What follows belongs to an exercise in optimizing a design on an open flow for small area; a production flow would make more cautious choices.
Function was checked by simulation only, so behaviour that the tests miss may differ from the original.
The clock port is modelled as an ideal driver; clocking choices that lean on that would not hold on a real chip.
No activity file was given, so power comes from the tool's default toggle rates.

## nezoba_core
module nezoba_core (
    input  wire        clk,
    input  wire        rst,           
    input  wire [31:0] now,
    output reg  [1:0]  exp_op,
    input  wire [7:0]  exp_data,
    input  wire        exp_done,
    output wire [2:0]  pin_pullup,
    input  wire [2:0]  cfg_pin,
    output reg  [7:0]  evt,
    output reg         evt_valid,
    output wire        halted,
    output wire [1:0]  fault
);
    localparam [3:0] S_INIT  = 4'd0,    
                     S_BRD   = 4'd1,    
                     S_COPY  = 4'd2,    
                     S_BWAIT = 4'd3,    
                     S_TLOAD = 4'd4,    
                     S_CMPT  = 4'd5,    
                     S_CMPA  = 4'd6,    
                     S_CMPB  = 4'd7,    
                     S_RDA   = 4'd8,
                     S_RDB   = 4'd9,
                     S_SYNC  = 4'd10,   
                     S_WALK  = 4'd11,
                     S_DIAG  = 4'd12,
                     S_HALT  = 4'd13;
  ...
For scale: about 150 flip-flops, ~63 I/O pins, roughly 6000 um2 of cells after synthesis.
Settings: LEC_CHECK=0, CAP_MARGIN=20, CORE_MARGIN=2, CORE_UTILIZATION=40, CTS_BUF_LIST=sky130_fd_sc_hd__clkbuf_8, CTS_CLUSTER_DIAMETER=200, CTS_CLUSTER_SIZE=60, PLACE_DENSITY=0.6, SLEW_MARGIN=20; clock period 15.0 ns.
standard.sh (not shown) runs the stock make flow with config.mk's settings and CLKGATE_MAP_FILE= SYNTH_SCRIPT=/design/flow/synth_recipe.tcl, a recipe that flattens the netlist after the stock synthesis.
==> flow/flow/run.sh <==
#!/bin/bash
# Standard layout, with the smallest buffer on the ports and a lighter clock
# tree: clkbuf_4 leaves without dummy loads, upsized after CTS where a leaf
# drives many flip-flops (flow/post_cts.tcl).
set -euo pipefail
export BUFFER_PORTS_ARGS="-buffer_cell sky130_fd_sc_hd__buf_1"
export CTS_ARGS="-sink_clustering_enable -repair_clock_nets -buf_list sky130_fd_sc_hd__clkbuf_4 -root_buf sky130_fd_sc_hd__clkbuf_8 -dont_use_dummy_load"
export POST_CTS_TCL="$(pwd)/flow/post_cts.tcl"
bash standard.sh > standard.log 2>&1
==> flow/flow/post_cts.tcl <==
# After CTS: a leaf clock buffer that drives many flip-flops gets the next
# drive strength, so that every flip-flop clock pin keeps a sharp slew.
set resized 0
foreach inst [get_cells -quiet clkbuf_*] {
  if {[get_property $inst ref_name] != "sky130_fd_sc_hd__clkbuf_4"} { continue }
  set out [get_pins -of_objects $inst -filter "direction==output"]
  set fanout [expr {[llength [get_pins -of_objects [get_nets -of_objects $out]]] - 1}]
  if {$fanout > 9} {
    replace_cell $inst sky130_fd_sc_hd__clkbuf_8
    incr resized
  }
}
puts "post_cts: resized $resized leaf clock buffers"
if {$resized > 0} {
  detailed_placement
  check_placement -verbose
  estimate_parasitics -placement
}
Then changed:
==> flow/run.sh (new file) <==
#!/bin/bash
# synth_recipe.tcl (not shown) runs the flow's synth.tcl, then flattens the netlist and writes it again
# the make line also repeats each setting of config.mk as NAME=value (left out here)
make -C /OpenROAD-flow-scripts/flow DESIGN_CONFIG=/design/flow/config.mk WORK_HOME=/design/flow/orfs CLKGATE_MAP_FILE= SYNTH_SCRIPT=/design/flow/synth_recipe.tcl finish
removed: flow/flow/run.sh
removed: flow/flow/post_cts.tcl
removed: flow/standard.sh
Result:
- design area increases by about 9%
- final cell count increases by about 2%
- worst hold slack improved by 18 ps
Then changed:
==> flow/flow/run.sh (new file) <==
#!/bin/bash
# Standard layout, with the smallest buffer on the ports and a lighter clock
# tree: clkbuf_4 leaves without dummy loads, upsized after CTS where a leaf
# drives many flip-flops (flow/post_cts.tcl).
set -euo pipefail
export BUFFER_PORTS_ARGS="-buffer_cell sky130_fd_sc_hd__buf_1"
export CTS_ARGS="-sink_clustering_enable -repair_clock_nets -buf_list sky130_fd_sc_hd__clkbuf_4 -root_buf sky130_fd_sc_hd__clkbuf_8 -dont_use_dummy_load"
export POST_CTS_TCL="$(pwd)/flow/post_cts.tcl"
export RECOVER_POWER=100
bash standard.sh > standard.log 2>&1
==> flow/flow/post_cts.tcl (new file) <==
# After CTS: a leaf clock buffer that drives many flip-flops gets the next
# drive strength, so that every flip-flop clock pin keeps a sharp slew.
set resized 0
foreach inst [get_cells -quiet clkbuf_*] {
  if {[get_property $inst ref_name] != "sky130_fd_sc_hd__clkbuf_4"} { continue }
  set out [get_pins -of_objects $inst -filter "direction==output"]
  set fanout [expr {[llength [get_pins -of_objects [get_nets -of_objects $out]]] - 1}]
  if {$fanout > 9} {
    replace_cell $inst sky130_fd_sc_hd__clkbuf_8
    incr resized
  }
}
puts "post_cts: resized $resized leaf clock buffers"
if {$resized > 0} {
  detailed_placement
  check_placement -verbose
  estimate_parasitics -placement
}
==> flow/standard.sh (new file) <==
#!/bin/bash
# synth_recipe.tcl (not shown) runs the flow's synth.tcl, then flattens the netlist and writes it again
# the make line also repeats each setting of config.mk as NAME=value (left out here)
make -C /OpenROAD-flow-scripts/flow DESIGN_CONFIG=/design/flow/config.mk WORK_HOME=/design/flow/orfs CLKGATE_MAP_FILE= SYNTH_SCRIPT=/design/flow/synth_recipe.tcl "${@:-finish}"
- CTS_BUF_LIST: sky130_fd_sc_hd__clkbuf_8 -> unset
- CTS_CLUSTER_DIAMETER: 200 -> unset
- CTS_CLUSTER_SIZE: 60 -> unset
removed: flow/run.sh
The changed run reached the layout checks and failed them: max-capacitance violations, max-slew violations.
Via count went down slightly.
Total power went down by roughly a tenth.
Register-to-register slack loses 970 ps.
Worst setup slack improved by 190 ps.
Global-route usage drops by 0.40 points.
Final cell count drops slightly.
Then changed:
==> flow/flow/run.sh (replaced) <==
#!/bin/bash
# Standard layout, with the smallest buffer on the ports and a lighter clock tree.
set -euo pipefail
export BUFFER_PORTS_ARGS="-buffer_cell sky130_fd_sc_hd__buf_1"
export CTS_ARGS="-sink_clustering_enable -repair_clock_nets -buf_list sky130_fd_sc_hd__clkbuf_8 -root_buf sky130_fd_sc_hd__clkbuf_8 -dont_use_dummy_load -sink_clustering_size 30 -sink_clustering_max_diameter 100"
bash standard.sh > standard.log 2>&1
- ABC_AREA: unset -> 1
- CORE_UTILIZATION: 40 -> 65
- PLACE_DENSITY: 0.6 -> 0.75
removed: flow/flow/post_cts.tcl
The changed run went through all stages and came out clean.
Final cell count went up by a few percent.
Worst hold slack got worse by 14 ps.
Count of clock-buffer cells in the layout is unchanged.
Clock power went up by about a fifth.
Setup slack improved by 14 ps.
Sequential share of layout area does not change.
Critical path depth went up by 7.
Final area is unchanged.
Die area went down by well over a third.
Sequential power went up by a few percent.

==> port drivers added, routing unchanged <==
Ports are ideal in the flow. The routed layouts listed here were re-timed in OpenROAD.
Step 1 (the two cells are an assumption about what drives the block):
set clk [get_ports {clk}]
set_driving_cell -lib_cell sky130_fd_sc_hd__clkbuf_16 $clk
set_driving_cell -lib_cell sky130_fd_sc_hd__buf_2 [delete_from_list [all_inputs] $clk]
Step 2 also shifts input and output timing later by t, the mid clock arrival at the registers, as if the neighbouring blocks saw the same clock.
Three values: no drivers, after step 1, after step 2; two values: the first two.
run | t (ns) | setup slack, ns | worst hold slack (ns) | worst register clock-pin slew, ns | worst data-port slew with drivers (ns)
the first run | 0.445 | 8.400 / 8.364 / 8.808 | 0.314 / 0.314 / 0.314 | 0.10 / 0.10 | 0.04
the second run | 0.485 | 7.954 / 7.917 / 8.402 | 0.332 / 0.332 / 0.332 | 0.10 / 0.10 | 0.04
the third run | 0.451 | 8.147 / 8.110 / 8.561 | 0.311 / 0.311 / 0.311 | 0.10 / 0.10 | 0.04
the fourth run | 0.451 | 8.161 / 8.129 / 8.580 | 0.297 / 0.297 / 0.297 | 0.09 / 0.09 | 0.04
